Context: an optimization exercise on an open-source flow, tuned for small area. The choices shown serve that exercise and are no tape-out recipe.
Where RTL was checked, it was by simulation tests only, not by an equivalence proof against the original.
Power is estimated from default activity; no workload was simulated.

// mcar_timer
module mcar_timer (
    input  wire        clk,
    input  wire        rst,         
    input  wire [39:0] cmd,
    input  wire        cmd_valid,
    input  wire        tick,        
    input  wire [7:0]  flag0,       
    input  wire [7:0]  flag1,       
    output wire        busy,
    output wire [7:0]  result,
    output wire [7:0]  fault,
    output wire [5:0]  pin_dir,
    output wire [5:0]  pin_out,
    output wire [7:0]  cb_out,
    output reg         cb_strobe
);
    localparam [7:0] OP_CFGNM = 8'h01, OP_DELAY = 8'h02, OP_SETCB = 8'h03,
                     OP_MINIT = 8'h04, OP_CHDIR = 8'h05, OP_SETDC = 8'h06,
                     OP_ROT   = 8'h07, OP_STOP  = 8'h08, OP_UPDSF = 8'h09;
    localparam [1:0] S_TEST = 2'd0, S_ON = 2'd1, S_LOW = 2'd2, S_OFF = 2'd3;
    reg        t_run;          
    reg [7:0]  t_k;            
    reg        t_toie;
    reg        t_tov;
    reg        ovf_pend;
    reg [15:0] need1;          
    reg [15:0] isr_cnt;
    reg [15:0] poll_left;      
    reg [1:0]  tref, mref;
    reg [7:0]  cb;
    reg        mstop;
    reg [1:0]  res;
    reg        flt;
    reg        pdir;
    reg        ena0, ena1, pwm;
    reg        dpoll_act;
    reg        setdc_act;
    reg [3:0]  on_ms;
    reg [1:0]  setdc_ph;
    reg        rot_act;
    wire stack_empty = !dpoll_act && !setdc_act && !rot_act;
    assign busy    = !stack_empty || flt;
    assign result  = {6'd0, res};
    assign fault   = {7'd0, flt};
    assign pin_dir = {6{pdir}};
    assign pin_out = {pwm, ena1 ^ pdir, ena1, pwm, ena0 ^ pdir, ena0};
    assign cb_out  = cb_strobe ? cb : 8'd0;
    wire f0_up = |flag0;
    wire f1_up = |flag1;
    wire tflag_up = tref[0] ? f0_up : f1_up;
    wire mflag_up = mref[0] ? f0_up : f1_up;
    wire [7:0]  op  = cmd[39:32];
    wire [31:0] arg = cmd[31:0];
    reg cmd_reserved;
    always @(*) begin
        case (op)
            OP_CFGNM: cmd_reserved = (arg[31:10] != 22'd0) || (arg[9:8] == 2'd3);
            OP_DELAY: cmd_reserved = 1'b0;
            OP_SETCB: cmd_reserved = (arg[31:8] != 24'd0);
  ...
Size in the first run: ~730 cells after synthesis, about 90 flip-flops, about 98 I/O pins, roughly 6800 sq um of cells after synthesis.
export LEC_CHECK = 0
export CAP_MARGIN = 20
export CORE_MARGIN = 2
export CORE_UTILIZATION = 40
export SLEW_MARGIN = 20
create_clock -name core_clock -period 14.0 [get_ports {clk}]
standard.sh (not shown) runs the stock make flow with config.mk's settings and CLKGATE_MAP_FILE= SYNTH_SCRIPT=/design/flow/synth_recipe.tcl, a recipe that flattens the netlist after the stock synthesis.
==> flow/flow/run.sh <==
#!/bin/bash
# Standard ORFS layout (the standard.sh, standard synthesis unchanged) with two
# changes: the port buffers use the smallest buffer cell, and CTS builds a small tree
# (one sink cluster, clkbuf_8, no dummy loads).
set -euo pipefail
export BUFFER_PORTS_ARGS="-buffer_cell sky130_fd_sc_hd__buf_1"
export CTS_ARGS="-sink_clustering_enable -repair_clock_nets -dont_use_dummy_load -sink_clustering_size 100 -sink_clustering_max_diameter 500 -buf_list sky130_fd_sc_hd__clkbuf_8"
bash standard.sh finish > standard_flow.log 2>&1
Change:
--- a/flow/design.v
+++ b/flow/design.v
@@ -111,19 +111,19 @@
     wire [15:0] isr_inc;
     mt_inc #(16) u_isr_inc (.a(isr_cnt), .ci(isr_step && !isr_done), .s(isr_inc), .co());
     wire        poll_step = !flt && !ovf_pend && dpoll_act && t_tov;
     wire [15:0] poll_dec;
     wire        poll_zero;
     mt_inc #(16) u_poll (.a(poll_left), .ci(poll_step), .s(poll_dec), .co(poll_zero));
     reg        n_run, n_toie, n_tov, n_pend, n_mstop, n_flt, n_pdir;
     reg        n_ena0, n_ena1, n_pwm, n_strobe;
     reg [7:0]  n_k, n_cb;
-    reg [15:0] n_need1, n_poll_left;
+    reg [15:0] n_need1, n_isr_cnt, n_poll_left;
     reg [1:0]  n_tref, n_mref, n_res, n_ph;
     reg [3:0]  n_on;
     reg        n_dpoll, n_setdc, n_rot;
     reg        raise_fault, start;
     reg  [7:0] k_mux;
     reg        k_tick;
     wire [7:0] k_dec;
     wire       k_ovf;
     mt_inc #(8) u_k (.a(k_mux), .ci(k_tick), .s(k_dec), .co(k_ovf));
@@ -362,18 +362,32 @@
 );
     wire [W:0] c;
     assign c[0] = ci;
     genvar i;
     generate for (i = 0; i < W; i = i + 1) begin : g
         assign s[i]   = a[i] ^ b[i] ^ c[i];
         assign c[i+1] = (a[i] & b[i]) | (c[i] & (a[i] ^ b[i]));
     end endgenerate
 endmodule
+module mt_dec #(parameter W = 8) (
+    input  wire [W-1:0] a,
+    output wire [W-1:0] d,
+    output wire         z
+);
+    wire [W:0] b;
+    assign b[0] = 1'b1;
+    genvar i;
+    generate for (i = 0; i < W; i = i + 1) begin : g
+        assign d[i]   = a[i] ^ b[i];
+        assign b[i+1] = b[i] & ~a[i];
+    end endgenerate
+    assign z = b[W];
+endmodule
 module mt_inc #(parameter W = 8) (
     input  wire [W-1:0] a,
     input  wire         ci,
     output wire [W-1:0] s,
     output wire         co
 );
     wire [W:0] c;
     assign c[0] = ci;
     genvar i;
After rerunning:
- worst setup slack is unchanged
- non-clock buffer count is unchanged
- die area does not change
- combinational power hardly moves
- register-to-register slack barely changes
- final cell count stays the same
- via count does not change
- sequential power hardly moves
- synthesized area stays the same
- global-route usage is unchanged
For the second run of this note, only the layout was checked, not whether the RTL still works.

==> what the ideal ports hide <==
Ports are ideal in the flow. The routed layouts listed here were re-timed in OpenROAD.
Step 1 assumes that a clkbuf_16 drives the clock port and a buf_2 every other input.
Step 2 moves the port delays by t, midway between the first and last clock arrival at a register: inputs arrive t later, outputs are due t later. That takes back most of the time a late clock gives input paths.
a / b / c = ideal / step 1 / step 2; a / b = the first two.
run	t (ns)	setup WS [ns]	hold slack, ns	pins driven straight from the clock port
the first run	0.407	0.418 / 0.436 / 0.028	0.463 / 0.463 / 0.463	1
the second run	0.407	0.418 / 0.436 / 0.028	0.463 / 0.463 / 0.463	1
After both steps setup and hold are still met in every run listed.
